Background: an optimization exercise with open tools, aiming at small area. Do not read the settings as production practice.
Function was checked by simulation only, so behaviour that the tests miss may differ from the original.
Power figures rest on the tool's default switching activity, not on a simulated workload.

==> design/flow/design.v <==
module fpc_codec (
    input  wire        clk,
    input  wire        rst,
    input  wire        req_valid,
    output wire        req_ready,
    input  wire        req_we,
    input  wire        req_space,
    input  wire [8:0]  req_addr,
    input  wire [31:0] req_wdata,
    output reg         resp_valid,
    output reg  [31:0] resp_rdata
);
    localparam integer N = 130;
    localparam [3:0] E_NONE = 4'd0, E_SHORT = 4'd2, E_CSUM = 4'd3,
                     E_ILLEGAL = 4'd6, E_RANGE = 4'd7;
    reg  [8*N-1:0] ring;
    reg  [7:0]     pos;
    reg  [7:0]     head_new;
    wire [7:0] head = ring[7:0];
    wire [7:0] tapa = ring[8*26 +: 8];
    wire [7:0] tapb = ring[8*104 +: 8];
    always @(posedge clk)
        ring <= {head_new, ring[8*N-1:8]};
    always @(posedge clk)
        if (rst)               pos <= 8'd123;
        else if (pos == N - 1) pos <= 8'd0;
        else                   pos <= pos + 8'd1;
    reg [4:0] s_reg;      
    reg [1:0] s_b;        
    reg       s_first, s_last;
    always @(*) begin
        s_reg = 5'd31;  s_b = 2'd0;  s_first = 1'b0;  s_last = 1'b0;
        case (pos)
            8'd86:  begin s_reg = 5'd9;  s_b = 2'd0; s_first = 1'b1; end
            8'd87:  begin s_reg = 5'd9;  s_b = 2'd1; s_last = 1'b1; end
            8'd88:  begin s_reg = 5'd6;  s_b = 2'd0; s_first = 1'b1; end
            8'd89:  begin s_reg = 5'd6;  s_b = 2'd1; end
            8'd90:  begin s_reg = 5'd6;  s_b = 2'd2; end
            8'd91:  begin s_reg = 5'd6;  s_b = 2'd3; s_last = 1'b1; end
            8'd92:  begin s_reg = 5'd4;  s_b = 2'd0; s_first = 1'b1; end
            8'd93:  begin s_reg = 5'd4;  s_b = 2'd1; end
            8'd94:  begin s_reg = 5'd4;  s_b = 2'd2; s_last = 1'b1; end
            8'd95:  begin s_reg = 5'd11; s_b = 2'd0; s_first = 1'b1; end
            8'd96:  begin s_reg = 5'd11; s_b = 2'd1; end
            8'd97:  begin s_reg = 5'd11; s_b = 2'd2; end
            8'd98:  begin s_reg = 5'd11; s_b = 2'd3; s_last = 1'b1; end
            8'd99:  begin s_reg = 5'd12; s_b = 2'd0; s_first = 1'b1; end
            8'd100: begin s_reg = 5'd12; s_b = 2'd1; end
            8'd101: begin s_reg = 5'd12; s_b = 2'd2; end
            8'd102: begin s_reg = 5'd12; s_b = 2'd3; s_last = 1'b1; end
            8'd103: begin s_reg = 5'd5;  s_b = 2'd0; s_first = 1'b1; s_last = 1'b1; end
            8'd104: begin s_reg = 5'd0;  s_b = 2'd0; s_first = 1'b1; end
            8'd105: begin s_reg = 5'd0;  s_b = 2'd1; end
            8'd106: begin s_reg = 5'd0;  s_b = 2'd2; end
            8'd107: begin s_reg = 5'd0;  s_b = 2'd3; s_last = 1'b1; end
            8'd108: begin s_reg = 5'd1;  s_b = 2'd0; s_first = 1'b1; end
            8'd109: begin s_reg = 5'd1;  s_b = 2'd1; end
            8'd110: begin s_reg = 5'd1;  s_b = 2'd2; end
            8'd111: begin s_reg = 5'd1;  s_b = 2'd3; s_last = 1'b1; end
            8'd112: begin s_reg = 5'd2;  s_b = 2'd0; s_first = 1'b1; end
            8'd113: begin s_reg = 5'd2;  s_b = 2'd1; s_last = 1'b1; end
            8'd114: begin s_reg = 5'd3;  s_b = 2'd0; s_first = 1'b1; end
            8'd115: begin s_reg = 5'd3;  s_b = 2'd1; s_last = 1'b1; end
            8'd116: begin s_reg = 5'd8;  s_b = 2'd0; s_first = 1'b1; end
            8'd117: begin s_reg = 5'd8;  s_b = 2'd1; s_last = 1'b1; end
            8'd118: begin s_reg = 5'd13; s_b = 2'd2; s_first = 1'b1; end
            8'd119: begin s_reg = 5'd13; s_b = 2'd1; end
            8'd120: begin s_reg = 5'd13; s_b = 2'd0; s_last = 1'b1; end
            8'd121: begin s_reg = 5'd7;  s_b = 2'd0; s_first = 1'b1; end
            8'd122: begin s_reg = 5'd7;  s_b = 2'd1; s_last = 1'b1; end
            8'd123: begin s_reg = 5'd10; s_b = 2'd0; s_first = 1'b1; end
            8'd124: begin s_reg = 5'd10; s_b = 2'd1; end
            8'd125: begin s_reg = 5'd10; s_b = 2'd2; s_last = 1'b1; end
            8'd126: begin s_reg = 5'd18; s_b = 2'd0; s_first = 1'b1; end
            8'd127: begin s_reg = 5'd18; s_b = 2'd1; end
            8'd128: begin s_reg = 5'd18; s_b = 2'd2; end
            8'd129: begin s_reg = 5'd18; s_b = 2'd3; s_last = 1'b1; end
            default: ;
        endcase
    end
    wire s_isreg = (pos >= 8'd86);
    wire s_wbuf  = (pos < 8'd86);
    reg [7:0] rst_byte;
    always @(*)
        case (pos)
            8'd104:  rst_byte = 8'hA5;
            8'd105:  rst_byte = 8'h5A;
            8'd106:  rst_byte = 8'hC3;
            8'd107:  rst_byte = 8'h3C;
            default: rst_byte = 8'h00;
        endcase
    reg        init;       
    reg        run;        
    reg [3:0]  st_err;
    reg        st_crcok;
    reg        sk2, sk3, sk6, sk7;
    reg [15:0] crc;
    reg [7:0]  n_lo;
    reg        n_hinz;
    reg        okf, c1, cy;
    wire       pend   = req_valid && !init;
    wire       rspace = !req_space && (req_addr[8:5] == 4'd0);
    wire [4:0] rno    = req_addr[4:0];
    wire       wb_in  = req_space && (req_addr < 9'd86);
    wire       ring_reg = rspace && (rno <= 5'd13 || rno == 5'd18);
    wire       is_cmd = rspace && req_we && (rno == 5'd16);
    wire [31:0] w      = req_wdata;
    wire        fmt_ok = (w[31:8] == 24'd0);
    wire [7:0]  op     = w[7:0];
    wire o_srst   = fmt_ok && op == 8'h02;
    wire o_calc   = fmt_ok && op == 8'h10;
    wire o_stamp  = fmt_ok && op == 8'h11;
    wire o_check  = fmt_ok && op == 8'h12;
    wire o_ser    = fmt_ok && op == 8'h20;
    wire o_des    = fmt_ok && op == 8'h21;
    wire o_pack   = fmt_ok && op == 8'h24;
    wire o_unpack = fmt_ok && op == 8'h25;
    wire o_i2w    = fmt_ok && op == 8'h30;
    wire o_w2i    = fmt_ok && op == 8'h31;
    wire o_nop    = fmt_ok && op == 8'h00;
    wire o_clr    = fmt_ok && op == 8'h01;
    wire o_ring   = o_srst | o_calc | o_stamp | o_check | o_ser | o_des |
                    o_pack | o_unpack | o_i2w | o_w2i;
    wire cmd_ring = pend && is_cmd && o_ring;
    wire hit_wb  = pend && wb_in && (pos == {1'b0, req_addr[6:0]}) && (req_addr[8:7] == 2'd0);
    wire hit_reg = pend && ring_reg && s_isreg && (s_reg == rno);
    wire win    = run ? (pend && is_cmd) || init : (pos == 8'd123) && (cmd_ring || init);
    wire w_end  = win && (pos == 8'd122);
    wire x_srst = init || o_srst;
    wire x_calc = !init && o_calc, x_stamp = !init && o_stamp, x_check = !init && o_check;
    wire x_ser  = !init && o_ser,  x_des = !init && o_des;
    wire x_pack = !init && o_pack, x_unpack = !init && o_unpack;
    wire x_i2w  = !init && o_i2w,  x_w2i = !init && o_w2i;
    reg rdy;
    always @(*) begin
        rdy = 1'b0;
        if (!init) begin
            if (req_space)
                rdy = wb_in ? hit_wb : 1'b1;
            else if (ring_reg)
                rdy = req_we ? (hit_reg && s_last && (run || s_first))
                             : (hit_reg && s_first);
            else if (is_cmd && o_ring)
                rdy = w_end;
            else
                rdy = 1'b1;
        end
    end
    assign req_ready = rdy;
    wire acc = req_valid && rdy;
    always @(posedge clk)
        if (rst || acc || w_end)
            run <= 1'b0;
        else if (win || (pend && ring_reg && req_we && hit_reg && s_first))
            run <= 1'b1;
    wire big   = n_hinz || (n_lo > 8'd86);
    wire n_small = !n_hinz && (n_lo < 8'd2);
    wire rng   = big || n_small;
    wire eq14  = !n_hinz && (n_lo == 8'd14);
    wire [7:0] nm1 = n_lo - 8'd1;
    wire [7:0] nm2 = n_lo - 8'd2;
    wire [7:0] lim = x_calc ? n_lo : nm2;
    reg [15:0] crc_next;
    integer k;
    always @(*) begin
        crc_next = crc ^ {8'd0, head_new};
        for (k = 0; k < 8; k = k + 1)
            crc_next = crc_next[0] ? ((crc_next >> 1) ^ 16'hA001) : (crc_next >> 1);
    end
    wire stamp_on = x_ser || (x_stamp && !rng);
    wire csum_on  = (x_calc && !big) || (x_stamp && !rng) || x_ser || (x_check && !rng && okf);
    wire des_on   = x_des && eq14 && okf;
    wire       use_a  = x_des || x_unpack || x_w2i;
    wire       seq    = x_i2w || x_w2i;
    wire [7:0] ax     = use_a ? tapa : tapb;
    wire [7:0] axs    = ax ^ {8{x_w2i}};
    wire       acin   = seq && (s_first ? !c1 : cy);
    wire [8:0] asum   = {1'b0, axs} + {8'd0, acin};
    wire [7:0] ares   = asum[7:0] ^ {8{x_w2i}};
    wire is_csum = (s_reg == 5'd8);
    wire c_w     = (hit_wb || hit_reg) && req_we;
    wire c_tap   = win && ((x_ser && pos < 8'd12) ||
                           (des_on && (s_reg[4:2] == 3'd0 || is_csum)) ||
                           (x_pack && s_reg == 5'd13) ||
                           (x_unpack && s_reg == 5'd4) ||
                           (x_i2w && s_reg == 5'd2) ||
                           (x_w2i && s_reg == 5'd9));
    wire st_lo   = stamp_on && s_wbuf && pos == nm2;
    wire st_hi   = stamp_on && s_wbuf && pos == nm1;
    wire c_crc   = win && (st_lo || st_hi || (csum_on && is_csum));
    wire crc_hi  = st_hi || (!st_lo && s_b[0]);
    wire c_const = win && ((x_srst && s_isreg) || (x_ser && s_reg == 5'd18));
    wire [7:0] cbyte = x_srst ? rst_byte : {4'd0, s_first, s_first, s_first, 1'b0};
    wire [7:0] wbyte = req_space ? req_wdata[7:0] : req_wdata[8*s_b +: 8];
    wire [7:0] crcb  = crc_hi ? crc[15:8] : crc[7:0];
    wire c_keep  = !(c_w || c_tap || c_crc || c_const);
    always @(*)
        head_new = ({8{c_keep}} & head) | ({8{c_w}} & wbyte) | ({8{c_tap}} & ares) |
                   ({8{c_crc}} & crcb) | ({8{c_const}} & cbyte);
    always @(posedge clk) begin
        cy <= asum[8];
        if (pos == 8'd123)      c1 <= (head == 8'd1);
        else if (pos == 8'd124 || pos == 8'd125) c1 <= c1 && (head == 8'd0);
        if (pos == 8'd126) begin
            n_lo <= head_new;  n_hinz <= 1'b0;
        end else if (pos >= 8'd127)
            n_hinz <= n_hinz || (head_new != 8'd0);
        if (pos == 8'd129)
            crc <= 16'd0;
        else if (s_wbuf && pos < lim)
            crc <= crc_next;
        if (pos == nm2)
            okf <= (crc[7:0] == head);
        else if (pos == nm1)
            okf <= okf && (crc[15:8] == head);
    end
    wire imm_cmd = acc && is_cmd && !o_ring;
    always @(posedge clk) begin
        if (rst) begin
            init <= 1'b1;
            st_err <= E_NONE;  st_crcok <= 1'b0;
            sk2 <= 1'b0;  sk3 <= 1'b0;  sk6 <= 1'b0;  sk7 <= 1'b0;
        end else if (w_end) begin
            init <= 1'b0;
            if (x_srst) begin
                st_err <= E_NONE;  st_crcok <= 1'b0;
                sk2 <= 1'b0;  sk3 <= 1'b0;  sk6 <= 1'b0;  sk7 <= 1'b0;
            end else if ((x_calc && big) || ((x_stamp || x_check) && rng)) begin
                st_err <= E_RANGE;  sk7 <= 1'b1;
                if (x_check) st_crcok <= 1'b0;
            end else if (x_des && !eq14) begin
                st_err <= E_SHORT;  sk2 <= 1'b1;  st_crcok <= 1'b0;
            end else if ((x_check || x_des) && !okf) begin
                st_err <= E_CSUM;  sk3 <= 1'b1;  st_crcok <= 1'b0;
            end else begin
                st_err <= E_NONE;
                if (x_check || x_des) st_crcok <= 1'b1;
            end
        end else if (imm_cmd) begin
            if (o_nop) st_err <= E_NONE;
            else if (o_clr) begin
                st_err <= E_NONE;
                sk2 <= 1'b0;  sk3 <= 1'b0;  sk6 <= 1'b0;  sk7 <= 1'b0;
            end else begin
                st_err <= E_ILLEGAL;  sk6 <= 1'b1;
            end
        end
    end
    reg [3:0] l_en;       
    reg       l_rev;      
    reg       l_stat, l_ver, l_fdmax, l_magic, l_crc0, l_crc1;
    always @(posedge clk) begin
        if (rst)
            resp_valid <= 1'b0;
        else
            resp_valid <= acc && !req_we;
        l_en  <= 4'd0;
        l_rev <= 1'b0;
        l_stat <= 1'b0;  l_ver <= 1'b0;  l_fdmax <= 1'b0;
        l_magic <= 1'b0; l_crc0 <= 1'b0; l_crc1 <= 1'b0;
        if (req_space)
            l_en <= {3'd0, wb_in};
        else if (rspace)
            case (rno)
                5'd0, 5'd1, 5'd6, 5'd11, 5'd12, 5'd18: l_en <= 4'b1111;
                5'd4, 5'd10:                           l_en <= 4'b0111;
                5'd13: begin                           l_en <= 4'b0111; l_rev <= 1'b1; end
                5'd2, 5'd3, 5'd7, 5'd8, 5'd9:          l_en <= 4'b0011;
                5'd5:                                  l_en <= 4'b0001;
                5'd17: l_stat  <= 1'b1;
                5'd24: l_ver   <= 1'b1;
                5'd25: l_fdmax <= 1'b1;
                5'd28: l_magic <= 1'b1;
                5'd29: l_crc0  <= 1'b1;
                5'd30: l_crc1  <= 1'b1;
                default: ;
            endcase
    end
    wire [7:0]  t0 = ring[8*129 +: 8];
    wire [7:0]  t1 = ring[7:0];
    wire [7:0]  t2 = ring[15:8];
    wire [7:0]  t3 = ring[23:16];
    wire [31:0] stat = {16'd0, sk7, sk6, 2'b00, sk3, sk2, 2'b00, 3'b000, st_crcok, st_err};
    wire [7:0]  b0 = l_rev ? t2 : t0;
    wire [7:0]  b2 = l_rev ? t0 : t2;
    always @(*)
        resp_rdata = ({t3, b2, t1, b0} & {{8{l_en[3]}}, {8{l_en[2]}}, {8{l_en[1]}}, {8{l_en[0]}}})
                   | (stat & {32{l_stat}})
                   | (32'h46504301 & {32{l_ver}})
                   | (32'd64 & {32{l_fdmax}})
                   | (32'h3CC35AA5 & {32{l_magic}})
                   | (32'h00008005 & {32{l_crc0}})
                   | (32'h00030000 & {32{l_crc1}});
endmodule
==> design/flow/flow/run.sh <==
#!/bin/bash
# Standard layout with two changes: the port buffers are the smallest buffer
# cell, and clock tree synthesis adds no dummy loads.
set -o pipefail
export REMOVE_ABC_BUFFERS=1
export BUFFER_PORTS_ARGS="-buffer_cell sky130_fd_sc_hd__buf_1"
export CTS_ARGS="-sink_clustering_enable -repair_clock_nets -dont_use_dummy_load -sink_clustering_size 20 -sink_clustering_max_diameter 40 -buf_list sky130_fd_sc_hd__clkbuf_8"
bash standard.sh > standard.log 2>&1
status=$?
exit $status
==> design/flow/standard.sh <==
#!/bin/bash
# synth_recipe.tcl (not shown) runs the flow's synth.tcl, then flattens the netlist and writes it again
# the make line also repeats each setting of config.mk as NAME=value (left out here)
make -C /OpenROAD-flow-scripts/flow DESIGN_CONFIG=/design/flow/config.mk WORK_HOME=/design/flow/orfs CLKGATE_MAP_FILE= SYNTH_SCRIPT=/design/flow/synth_recipe.tcl "${@:-finish}"
==> design/flow/config.mk <==
export PLATFORM = sky130hd
export DESIGN_NAME = fpc_codec
export DESIGN_NICKNAME = fpc_codec
export VERILOG_FILES = /design/flow/design.v
export SDC_FILE = /design/flow/constraint.sdc
export NUM_CORES = 4
export LEC_CHECK = 0
export CAP_MARGIN = 20
export CORE_MARGIN = 2
export CORE_UTILIZATION = 40
export GPL_TIMING_DRIVEN = 0
export SLEW_MARGIN = 20
==> design/flow/constraint.sdc <==
create_clock -name core_clock -period 8.0 [get_ports {clk}]
set_input_delay 1.6000 -clock core_clock [delete_from_list [all_inputs] [get_ports {clk}]]
set_output_delay 1.6000 -clock core_clock [all_outputs]
set_load 0.01 [all_outputs]
==> impl_results.md, run 1 <==
* Clock power share at 27.8%
* Count leader, synth: dfxtp_1
* Sw Ratio at between 20% and 30%
* Startpoint Class: register
* Synth area leaders: dfxtp_1 79%, mux2i_1 1.5%, xnor2_1 1.4%
* Final setup vio count at 0
* Combinational fraction of design power at 9.5%
* Postcts setup bufs at 0
* WL final at 50100 um
* Max-Cap Viols at 0
* Final net count at 2140
* Number of flops mapped to enable cells by yosys at 10
* Die H at 267 um
* Worst slack, placed at 1.07 ns
* Initial Util at between 40% and 50%
* Crit end category: primary output
* Crit Path Max Fanout at 17
* Arr. time, crit path at 5.03 ns
* Post-DP Area at roughly 29000 um2
* First-pass GRT wire length at 78500 um
* Final cell count without fillers at 3005
* Tot GR Track Use at 14.1%
* Worst-Skew Late Latency at 0.69 ns
* Dpl hpwl at 33100 um
* YS warnings at 1
* PortBufs at 79
* Period minus WS final at between 6 and 7 ns
* Pint at ~7000 uW
* Routed Antenna Nets at 0
* Gate Count Post-Synth at 1952
* Final Max Slew Viols at 0
* Syn avg cell area at 14.2 um2
* Area grow syn2layout at 9.31%
* Actual slew at the worst max-slew pin at 1.04 ns
* Yosys cell types at 94
* H-Tree Depth at 3
* DR vias at 14100
* Final hold vios at 0
* Rel. slew slack at a little under a third
* Finished Cell Area at 30300 um2
* Crit Path Category: register to primary output
* Critical Path RT at 6.40 ns
* VDD IR max at 0.000165 V
* Cell Count Post-Placement at slightly below 3000
* Psw at 2140 uW
* Mapped Area at around 28000 um2
* Chip Width at 267 um
* Core Rows at 96
* Kind of path behind the tightest hold check: register to register
* Reg2Reg Setup Slack at 1.59 ns
* Tot Pwr at 9150 uW
* Synth cell count leaders: 1088 x dfxtp_1, 83 x nor2_1, 71 x nand2_1, 55 x a21oi_1, 45 x o21ai_0
* Unrepaired setup endpoints after global routing: no
* DR pass1 iterations at 7
* Initial antenna violation count at 4
* Reg power frac at 62.7%
* Vias in the first global route at 14000
* Largest net degree at the start of global routing at 37
* Core box area at roughly 69000 um2
* Primary FF master, synth: dfxtp_1
* PnR worst setup slack at ~1.4 ns
* Proportion of layout cells with a drive suffix above 1 at between 6 and 7%
* Boundary Pins at 80
* Synth Register Bits at around 1100
* Cell taking the most area after synthesis: dfxtp_1
* PwrDens at about 300 nW/um2
* Die area at 71400 um2
* TritonCTS clock tree: done
* Cts repair resizes at 0
* Vias per cell at 4.68
* Num CTS Buffers at 93
* Largest register FFs at 1040
* Wire length per cell at 16.7 um
* Leak Pwr at around 0.012 uW
* Root Driver: clkbuf_8
* Longest Clk Path Bufs at 3
* Skew final at 0.114 ns
* Cts hold-fix bufs at 0
* Drt drc at 0
* CTS sink count at 1098
* Clk pin slew, worst setup/hold paths at 0.10 ns
* Post-synthesis sequential area ratio at 79.7%
* Iteration-0 DRC count of the detailed router at 960
* Routability cong. at approximately 0.93
* Total Neg Setup Slack at 0 ns
* Share of Yosys cell area claimed by the top area cell type at 78.6%
* Post-synth ARST share at 0%
* Status: no timing/DRC/antenna violations
* Fmax at 151 MHz
* Grt ovf at 0
* Final Cycle Share at 82.8%
cells in the final DEF, fill, tap and decap left out, types with 26 or more instances in the layout:
cell         n
dfxtp_1   1084
clkbuf_8    93
nor2_1      83
buf_1       79
nand2_1     71
a21oi_1     55
o21ai_0     45
xnor2_1     44
mux2i_1     41
nor3_1      37
xor2_1      29
inv_1       26
nand3_1     26
critical path, stage by stage (launching register included):
cell	delay, ns
dfxtp_1	0.72
inv_1	0.17
ha_1	0.50
nor3_2	0.49
o21ai_1	0.18
a21oi_2	0.23
o31ai_1	0.23
a211o_1	0.33
a311o_1	0.40
nor3_1	0.42
o311a_1	0.30
o221a_2	0.25
buf_1	0.18
per-layer routing:
layer	GRT usage [%]	share of wire [%]	wire, um
met2	21.8	44	21900
met4	5.51	3.0	1520
met1	19.6	48	24300
met5	0	0	0
met3	2.81	4.7	2360
cell families after synthesis:
group | share of synthesized area [%]
AO/OA/AOI/OAI | 6.82
AND/OR/NAND/NOR | 6.96
flip-flops | 79.7
multiplexers | 1.81
buffers and inverters | 1.26
adder cells (fa/ha/maj) | 0.858
XOR/XNOR | 2.59
power by group through the flow:
stage	registers (uW)	clock network [uW]	logic, uW
after floorplan	5810	0	631
after global placement	5880	0	824
after detailed placement	5860	0	857
after CTS	5740	2670	868
after global routing	5750	2870	952
final	5740	2540	872
area by class of cell:
class	instances	area, um2
diodes	1	2.50
clock buffers	93	1280
fillers	6216	38300
inverters	26	97.6
multi-input cells	772	5290
flip-flops and latches	1098	22100
well taps	931	1160
repair buffers	84	367
through the flow:
stage               utilization (%)  hold slack, ns
global route                   44.2           0.282
CTS                            44.2           0.282
finish                         44.2           0.285
detailed placement             42.3           0.312
global placement               42.2           0.310
floorplan                         -           0.310
worst paths after layout:
kind,depth (start not counted),start,endpoint
max,12,pos[1]$_SDFF_PP1_,req_ready
min,0,ring[932]$_DFF_P_,ring[924]$_DFF_P_
max reg2reg,16,pos[1]$_SDFF_PP1_,crc[0]$_SDFFE_PN0P_
min reg2reg,0,ring[932]$_DFF_P_,ring[924]$_DFF_P_
==> run 2: changes to the inputs <==
==> design/flow/flow/run.sh (replaced) <==
#!/bin/bash
# Standard layout with two changes: the port buffers are the smallest buffer
# cell, and clock tree synthesis adds no dummy loads.
set -o pipefail
export REMOVE_ABC_BUFFERS=1
export BUFFER_PORTS_ARGS="-buffer_cell sky130_fd_sc_hd__buf_1"
export CTS_ARGS="-sink_clustering_enable -repair_clock_nets -dont_use_dummy_load -sink_clustering_size 35 -sink_clustering_max_diameter 50"
bash standard.sh > standard.log 2>&1
status=$?
exit $status
==> impl_results.md, run 2 <==
* Core box area at 68600 um2
* Final hold vios at 0
* Synth Register Bits at 1098
* Final cell count without fillers at 2981
* Synth area leaders: dfxtp_1 79%, mux2i_1 1.5%, xnor2_1 1.4%
* Proportion of layout cells with a drive suffix above 1 at 5.81%
* Drt drc at 0
* Cts repair resizes at 0
* Die area at 71400 um2
* Worst-Skew Late Latency at 0.64 ns
* Core Rows at 96
* Post-synthesis sequential area ratio at 79.7%
* Largest register FFs at 1040
* Cell Count Post-Placement at 2911
* Clk pin slew, worst setup/hold paths at 0.10 ns
* Initial Util at 40.4%
* Reg2Reg Setup Slack at 1.64 ns
* PwrDens at between 300 and 400 nW/um2
* Gate Count Post-Synth at 1952
* Initial antenna violation count at 3
* Die H at 267 um
* First-pass GRT wire length at 78300 um
* Grt ovf at 0
* Cell taking the most area after synthesis: dfxtp_1
* Fillers at 6151
* Vias in the first global route at between 10000 and 15000
* Register area at about 22000 um2
* WL final at 50000 um
* Status: no timing/DRC/antenna violations
* Final hold slack at 0.244 ns
* Count leader, synth: dfxtp_1
* Crit Path Max Fanout at 11
* Mapped Area at 27700 um2
* Tot GR Track Use at 14.2%
* Final Max Slew Viols at 0
* Routability cong. at just over 0.9
* TritonCTS clock tree: done
* Largest net degree at the start of global routing at 37
* Syn avg cell area at 14.2 um2
* Area grow syn2layout at 10.9%
* Worst R2R Start: pos[1]$_SDFF_PP1_
* Crit-path slowest cell: nor3_1
* Chip Width at about 270 um
* Max-Cap Viols at 0
* Reg2reg path depth at 16
* Synth cell count leaders: 1088 x dfxtp_1, 83 x nor2_1, 71 x nand2_1, 55 x a21oi_1, 45 x o21ai_0
* Crit end category: register
* VDD IR max at roughly 0.00014 V
* Leak Pwr at between 0.01 and 0.015 uW
* Rel. slew slack at 31.2%
* CTS sink count at 1098
* Commonest non-fill, non-tap cell in the layout: dfxtp_1
* Number of flops mapped to enable cells by yosys at 10
* Unrepaired setup endpoints after global routing: no
* Post-synth ARST share at 0%
* Kind of path behind the tightest hold check: register to register
* Delay of the slowest critical-path stage at a little under 0.7 ns
* DR pass1 iterations at 9
* Period minus WS final at roughly 6.6 ns
* Primary FF master, synth: dfxtp_1
* Routed Antenna Nets at 0
* Fmax at between 150 and 200 MHz
* Final core utilization at between 40% and 50%
* Yosys cell types at between 90 and 100
* H-Tree Depth at 3
* Boundary Pins at 80
* Worst Setup SP: req_wdata[5]
* Critical Path RT at 8.56 ns
* CP most frequent cell: a21oi_1
* Crit path to: crc[0]$_SDFFE_PN0P_
* Root Driver: clkbuf_16
* Worst-path cell chain: buf_1 > nor4b_2 > nand4_1 > nor3_1 > a21oi_1 > a21oi_1 > ha_1 > ha_1 > nand4_1 > xor2_1 > a221o_1 > a21o_1 > xor2_1 > xnor2_1 > xnor3_2 > xnor3_1 > a21oi_1
* Arr. time, crit path at about 7 ns
* Vias per cell at 4.70
* Final Cycle Share at 81.9%
* Final setup vio count at 0
* Final net count at between 2000 and 2500
* Postcts setup bufs at 0
* Num CTS Buffers at 69
* Share of Yosys cell area claimed by the top area cell type at around four fifths
* Tot Pwr at a little under 10000 uW
* Iteration-0 DRC count of the detailed router at 978
* Commonest cells after routing, fill and taps aside: 1084 x dfxtp_1, 83 x nor2_1, 79 x buf_1
* Skew final at roughly 0.11 ns
* Actual slew at the worst max-slew pin at 1.03 ns
* Cts hold-fix bufs at 0
* Dpl hpwl at 33100 um
* DR vias at between 10000 and 15000
* Startpoint Class: primary input
* PortBufs at 79
* Multi-input gate area at 5290 um2
* Wire length per cell at 16.8 um
* Crit Path Category: primary input to register
* Longest Clk Path Bufs at 3
* R2r endpoint: crc[0]$_SDFFE_PN0P_
* YS warnings at 1
[run 2: per-stage QoR]
step | setup slack, ns | area [um2] | setup TNS [ns]
2_1_floorplan | 1.79 | 27500 | 0
3_3_place_gp | -0.0717 | 28900 | -0.415
3_5_place_dp | 1.07 | 29000 | 0
4_1_cts | 1.44 | 30700 | 0
5_1_grt | 1.12 | 30700 | 0
6_report | 1.44 | 30700 | 0
[run 2: routing by layer]
metal | wire length (um) | track usage, %
met1 | 24000 | 19.7
met2 | 22100 | 22.0
met3 | 2500 | 2.55
met4 | 1450 | 5.44
met5 | 0 | 0
[run 2: logic make-up after synthesis]
family	count (synthesis)	share of synthesized area (%)
buf+inv	82	1.26
xor+xnor	77	2.59
flops	1098	79.7
simple gates	360	6.96
mux	49	1.81
fa+ha+maj	19	0.858
compound gates	267	6.82
[run 2: area by class of cell]
class / count / area share (%)
Sequential cell: 1098 / 71.9
Multi-Input combinational cell: 772 / 17.2
Clock buffer: 69 / 5.62
Tap cell: 931 / 3.79
Timing Repair Buffer: 84 / 1.19
Inverter: 26 / 0.318
Antenna cell: 1 / 0.00814
[run 2: report_power, final]
| part | switching [uW] | leakage [uW] | total [uW] | internal [uW] |
|---|---|---|---|---|
| clock network | 1550 | 0.000850 | 3080 | 1530 |
| registers | 140 | 0.00887 | 5740 | 5600 |
| logic | 490 | 0.00208 | 873 | 383 |
[run 2: how the worst min path moves through the flow]
stage,to,depth (start not counted),slack (ns),start
finish,ring[173]$_DFF_P_,0,0.24,ring[181]$_DFF_P_
global route,ring[173]$_DFF_P_,0,0.24,ring[181]$_DFF_P_
CTS,ring[173]$_DFF_P_,0,0.24,ring[181]$_DFF_P_
detailed placement,ring[1015]$_DFF_P_,0,0.31,ring[1023]$_DFF_P_
global placement,ring[19]$_DFF_P_,0,0.31,ring[27]$_DFF_P_
floorplan,ring[1000]$_DFF_P_,0,0.31,ring[1008]$_DFF_P_
[run 2: worst max-delay path: cells and delay by family]
family	cells	cell delay, ns
xor+xnor	5	1.54
fa+ha+maj	2	0.45
compound gates	5	1.18
simple gates	4	1.93
buf+inv	1	0.39
==> run 3: changes to the inputs <==
==> design/flow/flow/run.sh (replaced) <==
#!/bin/bash
# Standard layout with two changes: the port buffers are the smallest buffer
# cell, and clock tree synthesis adds no dummy loads.
set -o pipefail
export REMOVE_ABC_BUFFERS=1
export BUFFER_PORTS_ARGS="-buffer_cell sky130_fd_sc_hd__buf_1"
export CTS_ARGS="-sink_clustering_enable -repair_clock_nets -dont_use_dummy_load -sink_clustering_size 25 -sink_clustering_max_diameter 60 -buf_list {sky130_fd_sc_hd__clkbuf_8 sky130_fd_sc_hd__clkbuf_16}"
bash standard.sh > standard.log 2>&1
status=$?
exit $status
==> impl_results.md, run 3 <==
* Grt ovf at 0
* Syn avg cell area at 14.2 um2
* Die area at just over 70000 um2
* Max-Cap Viols at 0
* Reg2reg path depth at 15
* Boundary Pins at 80
* First-pass GRT wire length at 77800 um
* Skew final at 0.128 ns
* Core box area at between 60000 and 70000 um2
* Register area at 22100 um2
* Vias per cell at 4.69
* Status: no timing/DRC/antenna violations
* PwrDens at approximately 300 nW/um2
* Routability cong. at about 0.93
* Chip Width at 267 um
* Share of Yosys cell area claimed by the top area cell type at 78.6%
* Multi-input gate area at around 5300 um2
* Final setup vio count at 0
* Worst-Skew Late Latency at 0.64 ns
* Synth Register Bits at 1098
* Number of flops mapped to enable cells by yosys at 10
* Vias in the first global route at 13600
* Mapped Area at 27700 um2
* Critical Path RT at 8.57 ns
* Final cell count without fillers at 2966
* Leak Pwr at 0.0116 uW
* Wire length per cell at 16.8 um
* Synth cell count leaders: 1088 x dfxtp_1, 83 x nor2_1, 71 x nand2_1, 55 x a21oi_1, 45 x o21ai_0
* Post-synth ARST share at 0%
* Final hold vios at 0
* Proportion of layout cells with a drive suffix above 1 at 5.16%
* Yosys cell types at 94
* Fmax at 152 MHz
* Count leader, synth: dfxtp_1
* TritonCTS clock tree: done
* Primary FF master, synth: dfxtp_1
* Commonest non-fill, non-tap cell in the layout: dfxtp_1
* Actual slew at the worst max-slew pin at 1.02 ns
* Post-synthesis sequential area ratio at 79.7%
* Synth area leaders: dfxtp_1 79%, mux2i_1 1.5%, xnor2_1 1.4%
* Final Max Slew Viols at 0
* Worst Hold Path Cells at 0
* Num CTS Buffers at 55
* Largest net degree at the start of global routing at 37
* # diodes at 0
* CP most frequent cell: a21oi_1
* DR vias at ~14000
* Worst-path cell chain: buf_1 > nor4b_2 > nand4_1 > nor3_1 > a21oi_1 > a21oi_1 > ha_1 > ha_1 > nand4_1 > xor2_1 > a221o_1 > a21o_1 > xor2_1 > xnor2_1 > xnor3_2 > xnor3_1 > a21oi_1
* Dpl hpwl at about 33000 um
* Longest Clk Path Bufs at 3
* Initial Util at between 40% and 50%
* Crit end category: register
* Final net count at 2102
* Arr. time, crit path at 7.17 ns
* Rel. slew slack at between 30% and 40%
* Crit-path slowest cell: nor3_1
* Unrepaired setup endpoints after global routing: no
* PortBufs at 79
* Critical path depth at 17
* Area grow syn2layout at 9.65%
* Core Rows at 96
* Final Cycle Share at 82.4%
* Cell taking the most area after synthesis: dfxtp_1
* Gate Count Post-Synth at a little under 2000
* Clk pin slew, worst setup/hold paths at 0.09 ns
* Cts repair resizes at 0
* WL final at 49900 um
* Critical path buffer and inverter count at 1
* Initial antenna violation count at 3
* Delay of the slowest critical-path stage at 0.71 ns
* CTS sink count at 1098
* Crit Path Max Fanout at 11
* Largest register FFs at 1040
* Postcts setup bufs at 0
* Fillers at 6189
* Final core utilization at between 40% and 50%
* Crit path max-delay family: simple AND/OR/NAND/NOR gates
* Die H at 267 um
* DR pass1 iterations at 8
* Iteration-0 DRC count of the detailed router at 1045
* Routed Antenna Nets at 0
* Period minus WS final at 6.60 ns
* Cell Count Post-Placement at 2911
* YS warnings at 1
* Startpoint Class: primary input
* VDD IR max at 0.000160 V
* Kind of path behind the tightest hold check: register to register
* Tot GR Track Use at 14.0%
* Crit Path Category: primary input to register
* Root Driver: clkbuf_16
* Drt drc at 0
* Commonest cells after routing, fill and taps aside: 1084 x dfxtp_1, 83 x nor2_1, 79 x buf_1
* H-Tree Depth at 2
* Cts hold-fix bufs at 0
## run 3: cell counts after synthesis
No cell type changed its count.
## run 3: metrics by stage
step           instance area (um2)  TNS (ns)  hold WS, ns  worst slack, ns  total power (uW)
2_1_floorplan                27500         0        0.310             1.79              6440
3_3_place_gp                 28900    -0.415        0.310          -0.0717              6700
3_5_place_dp                 29000         0        0.312             1.07              6720
4_1_cts                      30400         0        0.251             1.46              9440
5_1_grt                      30400         0        0.248             1.11              9730
6_report                     30400         0        0.256             1.40              9330
## run 3: logic make-up after synthesis
family / count (synthesis) / synth area share [%]
flip-flops: 1098 / 79.7
AND/OR/NAND/NOR: 360 / 6.96
XOR/XNOR: 77 / 2.59
adder cells (fa/ha/maj): 19 / 0.858
AO/OA/AOI/OAI: 267 / 6.82
multiplexers: 49 / 1.81
buffers and inverters: 82 / 1.26
## run 3: worst paths after layout
| path | slack (ns) | start | to |
|---|---|---|---|
| setup / recovery | 1.40 | req_wdata[5] | crc[0]$_SDFFE_PN0P_ |
| hold / removal | 0.26 | ring[257]$_DFF_P_ | ring[249]$_DFF_P_ |
| setup reg to reg | 1.74 | pos[1]$_SDFF_PP1_ | crc[0]$_SDFFE_PN0P_ |
| hold reg to reg | 0.26 | ring[257]$_DFF_P_ | ring[249]$_DFF_P_ |
## run 3: area by class of cell
class                   instances  share of cell area, %
flip-flops and latches       1098                   72.7
multi-input cells             772                   17.4
clock buffers                  55                   4.53
well taps                     931                   3.83
repair buffers                 84                   1.21
inverters                      26                  0.321
## run 3: routing by layer
metal	routed length, um	part of all wire (%)	global-route usage, %	vias to the layer above
met5	0	0	0	-
met4	1310	2.6	4.97	0
met3	2250	4.5	1.96	95
met2	22000	44	21.8	317
met1	24400	49	19.8	6758
li1	-	-	-	6740
## run 3: report_power, final
group	internal, uW	leakage (uW)	switching, uW
Combinational	383	0.00208	490
Sequential	5600	0.00887	140
Clock	1220	0.000678	1500
Total	7200	0.0116	2140
## run 3: worst reg2reg max path: cells and delay by family, from the launching register on
| kind | cells | cell delay (ns) |
|---|---|---|
| AOI/OAI and AO/OA | 6 | 1.92 |
| and+or+nand+nor | 3 | 1.68 |
| xor gates and xnor gates | 4 | 1.33 |
| DFF | 1 | 0.70 |
| adders and majority gates | 1 | 0.51 |
| buffers and inverters | 1 | 0.17 |
==> run 4: changes to the inputs <==
==> design/flow/flow/run.sh (replaced) <==
#!/bin/bash
# Standard layout with two changes: the port buffers are the smallest buffer
# cell, and clock tree synthesis adds no dummy loads.
set -o pipefail
export REMOVE_ABC_BUFFERS=1
export BUFFER_PORTS_ARGS="-buffer_cell sky130_fd_sc_hd__buf_1"
export CTS_ARGS="-sink_clustering_enable -repair_clock_nets -dont_use_dummy_load -sink_clustering_size 20 -sink_clustering_max_diameter 60 -buf_list sky130_fd_sc_hd__clkbuf_8"
bash standard.sh > standard.log 2>&1
status=$?
exit $status
==> impl_results.md, run 4 <==
* Status: no timing/DRC/antenna violations
* Final Cycle Share at 82.8%
* Boundary Pins at 80
* Rel. slew slack at about 31%
* Tot GR Track Use at ~14%
* Synth Register Bits at 1098
* Vias in the first global route at 13800
* Vias per cell at between 4 and 5
* Postcts setup bufs at 0
* Core box area at 68600 um2
* Crit end category: primary output
* Synth cell count leaders: 1088 x dfxtp_1, 83 x nor2_1, 71 x nand2_1, 55 x a21oi_1, 45 x o21ai_0
* Wire length per cell at 16.7 um
* Iteration-0 DRC count of the detailed router at 998
* Final hold slack at 0.283 ns
* Final Max Slew Viols at 0
* Synth area leaders: dfxtp_1 79%, mux2i_1 1.5%, xnor2_1 1.4%
* Area grow syn2layout at 8.12%
* TritonCTS clock tree: done
* WL final at 49900 um
* Drt drc at 0
* Dpl hpwl at 33100 um
* Worst-Skew Late Latency at ~0.67 ns
* H-Tree Depth at 3
* Final setup vio count at 0
* Initial antenna violation count at 4
* VDD IR max at roughly 0.00014 V
* Proportion of layout cells with a drive suffix above 1 at 5.81%
* PwrDens at 295 nW/um2
* Die H at between 200 and 300 um
* Commonest cells after routing, fill and taps aside: 1084 x dfxtp_1, 83 x nor2_1, 79 x buf_1
* Yosys cell types at 94
* DR pass1 iterations at 5
* Cell Count Post-Placement at 2911
* Crit-path slowest cell: dfxtp_1
* Grt ovf at 0
* Commonest non-fill, non-tap cell in the layout: dfxtp_1
* Largest register FFs at approximately 1000
* Clk pin slew, worst setup/hold paths at 0.10 ns
* Number of flops mapped to enable cells by yosys at 10
* Crit Path Max Fanout at 17
* Count leader, synth: dfxtp_1
* Period minus WS final at 6.62 ns
* Unrepaired setup endpoints after global routing: no
* Leak Pwr at 0.0114 uW
* Delay of the slowest critical-path stage at 0.71 ns
* Root Driver: clkbuf_8
* Cts hold-fix bufs at 0
* Share of Yosys cell area claimed by the top area cell type at a little under 80%
* Post-synth ARST share at 0%
* Kind of path behind the tightest hold check: register to register
* Syn avg cell area at 14.2 um2
* Final net count at 2116
* Num CTS Buffers at 69
* Startpoint Class: register
* Mapped Area at 27700 um2
* Largest net degree at the start of global routing at 37
* Fmax at 151 MHz
* First-pass GRT wire length at 78000 um
* Primary FF master, synth: dfxtp_1
* Routability cong. at 0.929
* Actual slew at the worst max-slew pin at 1.04 ns
* Critical Path RT at 6.40 ns
* YS warnings at 1
* Max-Cap Viols at 0
* Core Rows at 96
* Chip Width at between 200 and 300 um
* Longest Clk Path Bufs at 3
* Fillers at roughly 6300
* Final hold vios at 0
* CTS sink count at approximately 1100
* Final cell count without fillers at 2981
* Gate Count Post-Synth at 1952
* Cts repair resizes at 0
* PortBufs at 79
* DR vias at ~14000
* Crit Path Category: register to primary output
* Worst-path cell chain: inv_1 > ha_1 > nor3_2 > o21ai_1 > a21oi_2 > o31ai_1 > a211o_1 > a311o_1 > nor3_1 > o311a_1 > o221a_2 > buf_1
* Cell taking the most area after synthesis: dfxtp_1
* Die area at 71400 um2
* Routed Antenna Nets at 0
* Arr. time, crit path at approximately 5.0 ns
* Initial Util at 40.4%
* Post-synthesis sequential area ratio at between 70% and 80%
* Skew final at 0.121 ns
run 4: power breakdown:
group	internal, uW	switching, uW
combinational	383	490
clock	781	1460
sequential	5600	140
total	6760	2090
run 4: cell families (layout without fill, tap and decap cells):
family / Yosys count / count (layout) / synth area share (%)
buffers and inverters: 82 / 179 / 1.26
and+or+nand+nor: 360 / 360 / 6.96
AOI/OAI and AO/OA: 267 / 267 / 6.82
DFF: 1098 / 1098 / 79.7
adders and majority gates: 19 / 19 / 0.858
other: 0 / 1 / 0
muxes: 49 / 49 / 1.81
xor gates and xnor gates: 77 / 77 / 2.59
run 4: area by class of cell:
cell class / count / area [um2] / area share (%)
antenna: 1 / 2.50 / 0.00835
clock buffer: 69 / 950 / 3.17
inverter: 26 / 97.6 / 0.326
multi-input combinational: 772 / 5290 / 17.7
sequential: 1098 / 22100 / 73.7
tap: 931 / 1160 / 3.89
timing repair buffer: 84 / 367 / 1.22
run 4: stage by stage:
step | cell area, um2 | TNS, ns | setup slack [ns] | total power [uW] | utilization, %
2_1_floorplan | 27500 | 0 | 1.79 | 6440 | -
3_3_place_gp | 28900 | -0.415 | -0.0717 | 6700 | 42.2
3_5_place_dp | 29000 | 0 | 1.07 | 6720 | 42.3
4_1_cts | 30000 | 0 | 1.37 | 8960 | 43.7
5_1_grt | 30000 | 0 | 1.13 | 9270 | 43.7
6_report | 30000 | 0 | 1.38 | 8850 | 43.7
run 4: per-layer routing:
| layer | track usage, % | routed length [um] | part of all wire, % |
|---|---|---|---|
| met1 | 19.9 | 24100 | 48 |
| met2 | 21.7 | 21900 | 44 |
| met3 | 2.52 | 2360 | 4.7 |
| met4 | 5.36 | 1500 | 3.0 |
| met5 | 0 | 0 | 0 |
run 4: worst paths after layout:
path,slack (ns),cells past startpoint,end,startpoint
max,1.38,12,req_ready,pos[1]$_SDFF_PP1_
min,0.28,0,ring[521]$_DFF_P_,ring[529]$_DFF_P_
min reg2reg,0.28,0,ring[521]$_DFF_P_,ring[529]$_DFF_P_
max reg2reg,1.63,15,crc[0]$_SDFFE_PN0P_,pos[1]$_SDFF_PP1_
run 4: worst max-delay path, delay by kind of cell (launching register included):
kind / cells / cell delay, ns
compound gates: 7 / 1.94
fa+ha+maj: 1 / 0.51
buf+inv: 2 / 0.35
flops: 1 / 0.71
simple gates: 2 / 0.92
==> run 5: changes to the inputs <==
==> design/flow/flow/run.sh (replaced) <==
#!/bin/bash
# Standard layout with two changes: the port buffers are the smallest buffer
# cell, and clock tree synthesis adds no dummy loads.
set -o pipefail
export REMOVE_ABC_BUFFERS=1
export BUFFER_PORTS_ARGS="-buffer_cell sky130_fd_sc_hd__buf_1"
export CTS_ARGS="-sink_clustering_enable -repair_clock_nets -dont_use_dummy_load -sink_clustering_size 20 -sink_clustering_max_diameter 80 -buf_list sky130_fd_sc_hd__clkbuf_8"
bash standard.sh > standard.log 2>&1
status=$?
exit $status
==> impl_results.md, run 5 <==
* Yosys cell types at 94
* Post-synthesis sequential area ratio at approximately four fifths
* Crit path max-delay family: compound AO/OA/AOI/OAI gates
* Commonest cells after routing, fill and taps aside: 1084 x dfxtp_1, 83 x nor2_1, 79 x buf_1
* Drt drc at 0
* R2r endpoint: crc[0]$_SDFFE_PN0P_
* Wire length per cell at 16.7 um
* Leak Pwr at 0.0114 uW
* Register area at 22100 um2
* Worst R2R Start: pos[1]$_SDFF_PP1_
* PortBufs at 79
* YS warnings at 1
* Root Driver: clkbuf_8
* Area grow syn2layout at 8.02%
* Rel. slew slack at 29.5%
* Synth area leaders: dfxtp_1 79%, mux2i_1 1.5%, xnor2_1 1.4%
* H-Tree Depth at 3
* WL final at 49800 um
* Die area at between 70000 and 80000 um2
* Die H at 267 um
* Post-DP Area at 29000 um2
* Final hold slack at 0.304 ns
* Critical Path RT at 6.40 ns
* Delay of the slowest critical-path stage at 0.71 ns
* Postcts setup bufs at 0
* Max-Cap Viols at 0
* PwrDens at approximately 290 nW/um2
* HP Start: ring[199]$_DFF_P_
* Gate Count Post-Synth at 1952
* Status: no timing/DRC/antenna violations
* Actual slew at the worst max-slew pin at 1.06 ns
* Clk pin slew, worst setup/hold paths at approximately 0.1 ns
* Final Cycle Share at 82.3%
* TritonCTS clock tree: done
* Num CTS Buffers at between 60 and 70
* Worst Hold End: ring[191]$_DFF_P_
* Synth cell count leaders: 1088 x dfxtp_1, 83 x nor2_1, 71 x nand2_1, 55 x a21oi_1, 45 x o21ai_0
* Primary FF master, synth: dfxtp_1
* CTS sink count at 1098
* Count leader, synth: dfxtp_1
* Chip Width at ~270 um
* Multi-input gate area at 5290 um2
* Critical path buffer and inverter count at 2
* First-pass GRT wire length at 77700 um
* Fillers at around 6300
* Reg2reg path depth at 16
* Kind of path behind the tightest hold check: register to register
* Largest net degree at the start of global routing at 37
* Mapped Area at 27700 um2
* Fmax at between 150 and 200 MHz
* Routability cong. at around 0.93
* Post-synth ARST share at 0%
* Tot GR Track Use at about 14%
* VDD IR max at 0.000140 V
* Largest register FFs at 1040
* Final hold vios at 0
* Crit-path slowest cell: dfxtp_1
* Worst Hold Path Cells at 0
* Unrepaired setup endpoints after global routing: no
* Core box area at 68600 um2
* Grt ovf at 0
* Period minus WS final at 6.58 ns
* Synth Register Bits at 1098
* Reg2Reg Setup Slack at about 1.6 ns
* Boundary Pins at 80
* Critical path depth at 12
* DR pass1 iterations at 7
* Final net count at around 2100
* Final core utilization at 43.6%
* Cts hold-fix bufs at 0
* Final setup vio count at 0
* Final Max Slew Viols at 0
* Dpl hpwl at ~33000 um
* Cts repair resizes at 0
* Share of Yosys cell area claimed by the top area cell type at about four fifths
* Syn avg cell area at 14.2 um2
* Worst-Skew Late Latency at 0.66 ns
* Initial Util at between 40% and 50%
* Worst-path cell chain: inv_1 > ha_1 > nor3_2 > o21ai_1 > a21oi_2 > o31ai_1 > a211o_1 > a311o_1 > nor3_1 > o311a_1 > o221a_2 > buf_1
* Vias per cell at 4.66
* Crit Path Max Fanout at 17
* Vias in the first global route at between 10000 and 15000
* Proportion of layout cells with a drive suffix above 1 at 5.72%
* Iteration-0 DRC count of the detailed router at between 900 and 1000
* Skew final at 0.109 ns
* Initial antenna violation count at 4
* DR vias at about 14000
* Startpoint Class: register
* Finished Cell Area at 29900 um2
* Core Rows at 96
* Crit Path Category: register to primary output
* Routed Antenna Nets at 0
* Number of flops mapped to enable cells by yosys at 10
* Longest Clk Path Bufs at 3
* Arr. time, crit path at 4.98 ns
* Cell taking the most area after synthesis: dfxtp_1
* Crit end category: primary output
* Commonest non-fill, non-tap cell in the layout: dfxtp_1
==> run 5: cell families (layout without fill, tap and decap cells) <==
group                    Yosys count  in the layout  share of synthesized area [%]
flip-flops                      1098           1098                           79.7
AO/OA/AOI/OAI                    267            267                           6.82
adder cells (fa/ha/maj)           19             19                          0.858
AND/OR/NAND/NOR                  360            360                           6.96
multiplexers                      49             49                           1.81
other                              0              2                              0
XOR/XNOR                          77             77                           2.59
buffers and inverters             82            177                           1.26
==> run 5: power by group <==
group	internal, uW	switching [uW]
Sequential	5600	140
Combinational	383	490
Clock	760	1450
Total	6740	2080
==> run 5: routing by layer <==
| metal | share of wire, % | wire (um) | track usage (%) |
|---|---|---|---|
| met4 | 2.9 | 1440 | 5.07 |
| met3 | 4.9 | 2450 | 2.56 |
| met1 | 48 | 24100 | 19.8 |
| met2 | 44 | 21800 | 21.6 |
| met5 | 0 | 0 | 0 |
==> run 5: area by class of cell <==
| cell class | instances | share of cell area [%] |
|---|---|---|
| diodes | 2 | 0.0167 |
| clock buffers | 67 | 3.08 |
| inverters | 26 | 0.326 |
| multi-input cells | 772 | 17.7 |
| flip-flops and latches | 1098 | 73.8 |
| well taps | 931 | 3.89 |
| repair buffers | 84 | 1.22 |
==> run 5: worst max-delay path by stage <==
stage | slack (ns) | start | endpoint
6_report | 1.42 | pos[1]$_SDFF_PP1_ | req_ready
5_1_grt | 1.14 | req_wdata[5] | crc[0]$_SDFFE_PN0P_
4_1_cts | 1.36 | pos[1]$_SDFF_PP1_ | req_ready
3_5_place_dp | 1.07 | req_wdata[5] | crc[0]$_SDFFE_PN0P_
3_3_place_gp | -0.07 | req_wdata[20] | crc[2]$_SDFFE_PN0P_
2_1_floorplan | 1.79 | req_wdata[21] | crc[1]$_SDFFE_PN0P_
==> run 5: through the flow <==
| stage | instances | total power [uW] | setup slack (ns) | setup TNS [ns] |
|---|---|---|---|---|
| global route | 2979 | 9230 | 1.14 | 0 |
| finish | 2980 | 8820 | 1.42 | 0 |
| detailed placement | 2911 | 6720 | 1.07 | 0 |
| CTS | 2978 | 8930 | 1.36 | 0 |
| global placement | 2906 | 6700 | -0.0717 | -0.415 |
| floorplan | 1896 | 6440 | 1.79 | 0 |
==> run 6: changes to the inputs <==
==> design/flow/flow/run.sh (replaced) <==
#!/bin/bash
# Standard layout with two changes: the port buffers are the smallest buffer
# cell, and clock tree synthesis adds no dummy loads.
set -o pipefail
export REMOVE_ABC_BUFFERS=1
export BUFFER_PORTS_ARGS="-buffer_cell sky130_fd_sc_hd__buf_1"
export CTS_ARGS="-sink_clustering_enable -repair_clock_nets -dont_use_dummy_load -sink_clustering_size 10 -sink_clustering_max_diameter 50 -buf_list sky130_fd_sc_hd__clkbuf_4"
bash standard.sh > standard.log 2>&1
status=$?
exit $status
==> impl_results.md, run 6 <==
* Grt ovf at 0
* Final cell count without fillers at roughly 3000
* Worst-path cell chain: inv_1 > ha_1 > nor3_2 > o21ai_1 > a21oi_2 > o31ai_1 > a211o_1 > a311o_1 > nor3_1 > o311a_1 > o221a_2 > buf_1
* Largest net degree at the start of global routing at 37
* Synth cell count leaders: 1088 x dfxtp_1, 83 x nor2_1, 71 x nand2_1, 55 x a21oi_1, 45 x o21ai_0
* Post-synth ARST share at 0%
* Post-synthesis sequential area ratio at 79.7%
* Proportion of layout cells with a drive suffix above 1 at 8.57%
* Final Max Slew Viols at 0
* Cts repair resizes at 0
* Die H at 267 um
* Critical path buffer and inverter count at 2
* Cell taking the most area after synthesis: dfxtp_1
* Gate Count Post-Synth at roughly 2000
* H-Tree Depth at 4
* Final hold vios at 0
* Die area at 71400 um2
* Delay of the slowest critical-path stage at 0.71 ns
* Postcts setup bufs at 0
* Vias in the first global route at 14300
* Clk pin slew, worst setup/hold paths at 0.09 ns
* Boundary Pins at 80
* Crit Path Max Fanout at 17
* Actual slew at the worst max-slew pin at 1.04 ns
* Count leader, synth: dfxtp_1
* Unrepaired setup endpoints after global routing: no
* Core Rows at 96
* Core box area at 68600 um2
* Cell Count Post-Placement at 2911
* Multi-input gate area at 5290 um2
* Final Cycle Share at 85.9%
* Longest Clk Path Bufs at 3
* First-pass GRT wire length at 79600 um
* Yosys cell types at 94
* Largest register FFs at 1040
* Cts hold-fix bufs at 0
* Status: no timing/DRC/antenna violations
* Leak Pwr at 0.0115 uW
* Met3 global-route usage at 3.36%
* Tot GR Track Use at 14.5%
* Dpl hpwl at between 30000 and 40000 um
* GRT met2 Usage at roughly 22%
* Number of flops mapped to enable cells by yosys at 10
* WL final at 50400 um
* Startpoint Class: register
* YS warnings at 1
* Synth area leaders: dfxtp_1 79%, mux2i_1 1.5%, xnor2_1 1.4%
* Register area at between 20000 and 25000 um2
* PortBufs at 79
* Root Driver: clkbuf_4
* Iteration-0 DRC count of the detailed router at 960
* Crit-path slowest cell: dfxtp_1
* Routed Antenna Nets at 0
* Final setup vio count at 0
* Met1 Use GR at 19.7%
* Critical Path RT at 6.40 ns
* Commonest cells after routing, fill and taps aside: 1084 x dfxtp_1, 131 x clkbuf_4, 83 x nor2_1
* Final net count at ~2200
* Num CTS Buffers at between 100 and 150
* Fmax at 145 MHz
* Drt drc at 0
* Area grow syn2layout at 8.27%
* Final core utilization at 43.7%
* Total Neg Setup Slack at 0 ns
* Share of Yosys cell area claimed by the top area cell type at 78.6%
* Mapped Area at 27700 um2
* Worst-Skew Late Latency at about 0.94 ns
* PwrDens at 296 nW/um2
* Period minus WS final at 6.88 ns
* Crit end category: primary output
* CTS sink count at 1098
* Initial antenna violation count at 4
* Vias per cell at 4.71
* TritonCTS clock tree: done
* Crit path max-delay family: compound AO/OA/AOI/OAI gates
* Max-Cap Viols at 0
* DR pass1 iterations at 7
* Final hold slack at between 0.2 and 0.3 ns
* Wire length per cell at 16.5 um
* Synth Register Bits at 1098
* Kind of path behind the tightest hold check: register to register
* Chip Width at around 270 um
* Primary FF master, synth: dfxtp_1
* Rel. slew slack at 30.5%
* Routability cong. at around 0.93
* Syn avg cell area at roughly 14 um2
* Arr. time, crit path at ~5.3 ns
* Initial Util at between 40 and 50%
* Commonest non-fill, non-tap cell in the layout: dfxtp_1
* VDD IR max at 0.000142 V
* Crit Path Category: register to primary output
* Fillers at 6282
* Most Crowded Layer GR: met2
* Tot Pwr at 8870 uW
* Skew final at 0.0921 ns
* DR vias at between 10000 and 15000
[run 6: cell counts after synthesis]
Identical to the previous run, type by type.
[run 6: where the power goes]
| part | internal (uW) | switching, uW |
|---|---|---|
| Combinational | 383 | 490 |
| Sequential | 5600 | 140 |
| Clock | 757 | 1510 |
| Total | 6740 | 2140 |
[run 6: final cells by class]
| type | count | area share [%] |
|---|---|---|
| Sequential cell | 1098 | 73.6 |
| Multi-Input combinational cell | 772 | 17.6 |
| Tap cell | 931 | 3.88 |
| Clock buffer | 131 | 3.28 |
| Timing Repair Buffer | 84 | 1.22 |
| Inverter | 26 | 0.325 |
| Antenna cell | 5 | 0.0417 |
[run 6: path summary, 6_finish.rpt]
path | startpoint | to | slack [ns] | cells after the start
worst max-delay path | pos[1]$_SDFF_PP1_ | req_ready | 1.12 | 12
worst max register to register | pos[1]$_SDFF_PP1_ | crc[0]$_SDFFE_PN0P_ | 1.69 | 15
worst min register to register | ring[528]$_DFF_P_ | ring[520]$_DFF_P_ | 0.27 | 0
worst min-delay path | ring[528]$_DFF_P_ | ring[520]$_DFF_P_ | 0.27 | 0
[run 6: cell families after synthesis]
logic type      count (synthesis)  share of synthesized area [%]
compound gates                267                           6.82
fa+ha+maj                      19                          0.858
simple gates                  360                           6.96
mux                            49                           1.81
flops                        1098                           79.7
xor+xnor                       77                           2.59
buf+inv                        82                           1.26
[run 6: routing by layer]
metal  vias up  share of wire, %
met5         -                 0
met4         0               2.8
met3       106               5.5
met2       421                44
met1      6907                48
li1       6930                 -
[run 6: worst register-to-register path, stage by stage (launching register included)]
cell	delay [ns]
dfxtp_1	0.71
inv_1	0.18
ha_1	0.47
and3_1	0.58
a21oi_1	0.44
nand4_1	0.59
nor2b_1	0.50
a22oi_1	0.18
o21ai_0	0.60
a221o_1	0.31
a21o_1	0.28
xor2_1	0.37
xor2_1	0.20
xnor3_2	0.33
xnor3_1	0.36
a21oi_1	0.15
[run 6: per-stage QoR]
| step | cell area, um2 | setup slack (ns) |
|---|---|---|
| CTS | 30000 | 1.02 |
| global placement | 28900 | -0.0717 |
| finish | 30000 | 1.12 |
| global route | 30000 | 0.826 |
| detailed placement | 29000 | 1.07 |
| floorplan | 27500 | 1.79 |
==> run 7: changes to the inputs <==
==> design/flow/flow/run.sh (replaced) <==
#!/bin/bash
# Standard layout with two changes: the port buffers are the smallest buffer
# cell, and clock tree synthesis adds no dummy loads.
set -o pipefail
export REMOVE_ABC_BUFFERS=1
export BUFFER_PORTS_ARGS="-buffer_cell sky130_fd_sc_hd__buf_1"
export CTS_ARGS="-sink_clustering_enable -repair_clock_nets -dont_use_dummy_load -sink_clustering_size 12 -sink_clustering_max_diameter 60 -buf_list {sky130_fd_sc_hd__clkbuf_4 sky130_fd_sc_hd__clkbuf_8}"
bash standard.sh > standard.log 2>&1
status=$?
exit $status
==> impl_results.md, run 7 <==
* Initial antenna violation count at 5
* Crit-path slowest cell: dfxtp_1
* Startpoint Class: register
* Synth area leaders: dfxtp_1 79%, mux2i_1 1.5%, xnor2_1 1.4%
* Worst-path cell chain: inv_1 > ha_1 > nor3_2 > o21ai_1 > a21oi_2 > o31ai_1 > a211o_1 > a311o_1 > nor3_1 > o311a_1 > o221a_2 > buf_1
* Crit Path Max Fanout at 17
* TritonCTS clock tree: done
* Pint at slightly above 7000 uW
* Gate Count Post-Synth at roughly 2000
* Skew final at 0.132 ns
* Vias per cell at 4.71
* Tot Pwr at 9310 uW
* Actual slew at the worst max-slew pin at 1.03 ns
* Worst-Skew Late Latency at 0.70 ns
* DR vias at 14200
* Root Driver: clkbuf_8
* Post-synth ARST share at 0%
* Count leader, synth: dfxtp_1
* H-Tree Depth at 3
* Area grow syn2layout at 9.90%
* Clock power share at 29.0%
* Iteration-0 DRC count of the detailed router at between 900 and 1000
* Largest net degree at the start of global routing at 37
* HP Start: ring[123]$_DFF_P_
* Cts repair resizes at 0
* Commonest cells after routing, fill and taps aside: 1084 x dfxtp_1, 105 x clkbuf_8, 83 x nor2_1
* Unrepaired setup endpoints after global routing: no
* Commonest non-fill, non-tap cell in the layout: dfxtp_1
* Rel. slew slack at a little under a third
* Routed Antenna Nets at 0
* Cell taking the most area after synthesis: dfxtp_1
* Xor-xnor portion of the synthesized cell area at 2.59%
* R2r endpoint: crc[0]$_SDFFE_PN0P_
* Area share of fa/ha/maj cells after synthesis at 0.858%
* Primary FF master, synth: dfxtp_1
* Final Max Slew Viols at 0
* Fmax at 150 MHz
* Post-synthesis mux area share at 1.81%
* Initial Util at 40.4%
* Routability cong. at around 0.93
* Final setup vio count at 0
* Arr. time, crit path at slightly above 5 ns
* DR pass1 iterations at 8
* Wire length per cell at 16.7 um
* Synth cell count leaders: 1088 x dfxtp_1, 83 x nor2_1, 71 x nand2_1, 55 x a21oi_1, 45 x o21ai_0
* Worst R2R Start: pos[1]$_SDFF_PP1_
* Boundary Pins at 80
* Finished Cell Area at ~30000 um2
* Period minus WS final at between 6 and 7 ns
* First-pass GRT wire length at 79100 um
* Largest register FFs at 1040
* Number of flops mapped to enable cells by yosys at 10
* Reg power frac at between 60% and 70%
* Post-synthesis sequential area ratio at about four fifths
* Post-Synth Simple-Gate Area at 6.96%
* Drt drc at 0
* Final hold vios at 0
* Proportion of layout cells with a drive suffix above 1 at under 10%
* YS warnings at 1
* CTS sink count at 1098
* Dpl hpwl at 33100 um
* Tot GR Track Use at about 14%
* Core Rows at 96
* Grt ovf at 0
* Worst Hold End: ring[115]$_DFF_P_
* VDD IR max at between 0.0001 and 0.00015 V
* Chip Width at 267 um
* Delay of the slowest critical-path stage at 0.70 ns
* Synth Area in Compound Gates at under 10%
* Combinational fraction of design power at 9.4%
* Critical Path RT at about 6.4 ns
* Post-DP Area at slightly below 30000 um2
* Die area at slightly above 70000 um2
* Final Cycle Share at 83.1%
* Vias in the first global route at 14200
* Sw Ratio at 23.3%
* Final net count at 2152
* PortBufs at slightly below 80
* Mapped Area at 27700 um2
* Longest Clk Path Bufs at 3
* Core box area at 68600 um2
* Status: no timing/DRC/antenna violations
* Reg2reg path depth at 15
* Max-Cap Viols at 0
* Share of Yosys cell area claimed by the top area cell type at 78.6%
* Cts hold-fix bufs at 0
* Reg2Reg Setup Slack at 1.66 ns
* Crit Path Category: register to primary output
* Worst Hold Path Cells at 0
* Psw at 2170 uW
* Clk pin slew, worst setup/hold paths at about 0.070 ns
* Crit end category: primary output
* Leak Pwr at 0.0117 uW
* WL final at ~50000 um
* Num CTS Buffers at 105
* PwrDens at 306 nW/um2
* Die H at 267 um
* Largest family of logic cells by synthesized area: simple AND/OR/NAND/NOR gates
* Yosys cell types at 94
* Postcts setup bufs at 0
* Kind of path behind the tightest hold check: register to register
* Synth Register Bits at 1098
* Syn avg cell area at 14.2 um2
run 7: per-layer routing:
metal	part of all wire, %	global-route usage (%)	vias to the layer above
met1	48	19.9	6894
met4	3.0	5.60	0
met2	44	21.9	374
met3	4.7	2.71	121
li1	-	-	6826
met5	0	0	-
run 7: worst max-delay path by stage:
stage,depth (start not counted),from,end
finish,12,pos[1]$_SDFF_PP1_,req_ready
global route,12,pos[1]$_SDFF_PP1_,req_ready
CTS,12,pos[1]$_SDFF_PP1_,req_ready
detailed placement,17,req_wdata[5],crc[0]$_SDFFE_PN0P_
global placement,18,req_wdata[20],crc[2]$_SDFFE_PN0P_
floorplan,17,req_wdata[21],crc[1]$_SDFFE_PN0P_
run 7: power by group through the flow:
stage               Sequential, uW  Combinational, uW  Clock (uW)
floorplan                     5810                631           0
global placement              5880                824           0
detailed placement            5860                857           0
CTS                           5740                867        2840
global route                  5750                952        3060
finish                        5740                872        2700
run 7: layout make-up:
class / count / area (um2)
flip-flops and latches: 1098 / 22100
fillers: 6207 / 38100
well taps: 931 / 1160
clock buffers: 105 / 1450
repair buffers: 84 / 367
diodes: 1 / 2.50
multi-input cells: 772 / 5290
inverters: 26 / 97.6
run 7: cells by family after synthesis:
| logic type | after synthesis |
|---|---|
| AO/OA/AOI/OAI | 267 |
| multiplexers | 49 |
| XOR/XNOR | 77 |
| buffers and inverters | 82 |
| AND/OR/NAND/NOR | 360 |
| flip-flops | 1098 |
| adder cells (fa/ha/maj) | 19 |
run 7: metrics by stage:
stage               instances  utilization [%]  setup WS [ns]  TNS, ns  hold slack, ns
detailed placement       2911             42.3           1.07        0           0.312
global route             3017             44.4           1.10        0           0.273
finish                   3017             44.4           1.35        0           0.276
global placement         2906             42.2        -0.0717   -0.415           0.310
floorplan                1896                -           1.79        0           0.310
CTS                      3016             44.4           1.30        0           0.267
run 7: critical path, delay by kind of cell, from the launching register on:
kind / cells / cell delay [ns]
AO/OA/AOI/OAI: 7 / 1.95
AND/OR/NAND/NOR: 2 / 0.92
flip-flops: 1 / 0.70
adder cells (fa/ha/maj): 1 / 0.51
buffers and inverters: 2 / 0.35

-- static timing again, ports no longer ideal --
In the flow no input, the clock included, has a driving cell. The finished layouts below were timed again as built, in two steps.
Step 1: set_driving_cell puts a clkbuf_16 on clk and a buf_2 on each other input, an assumption about the parent block.
Step 2 times the ports against the registers' clock, not the clock port: input delays grow and output delays shrink by t, the midpoint of the rising clock arrivals with the driver on.
Slacks: ideal / step 1 / step 2; pairs: ideal / step 1.
| run | t, ns | setup WS [ns] | hold slack, ns |
|---|---|---|---|
| run 1 | 0.692 | 1.373 / 1.320 / 0.775 | 0.285 / 0.285 / 0.285 |
| run 2 | 0.640 | 1.444 / 1.414 / 0.832 | 0.244 / 0.244 / 0.244 |
| run 3 | 0.634 | 1.405 / 1.399 / 0.796 | 0.256 / 0.256 / 0.256 |
| run 4 | 0.658 | 1.378 / 1.326 / 0.759 | 0.283 / 0.283 / 0.283 |
| run 5 | 0.658 | 1.418 / 1.366 / 0.788 | 0.304 / 0.304 / 0.304 |
| run 6 | 0.941 | 1.124 / 1.071 / 0.669 | 0.271 / 0.271 / 0.271 |
| run 7 | 0.692 | 1.352 / 1.299 / 0.855 | 0.276 / 0.276 / 0.276 |
After both steps setup and hold are still met in every run listed. The setup slack of run 5, which loses most, moves by -0.052 ns with the drivers and by -0.630 ns with both steps.
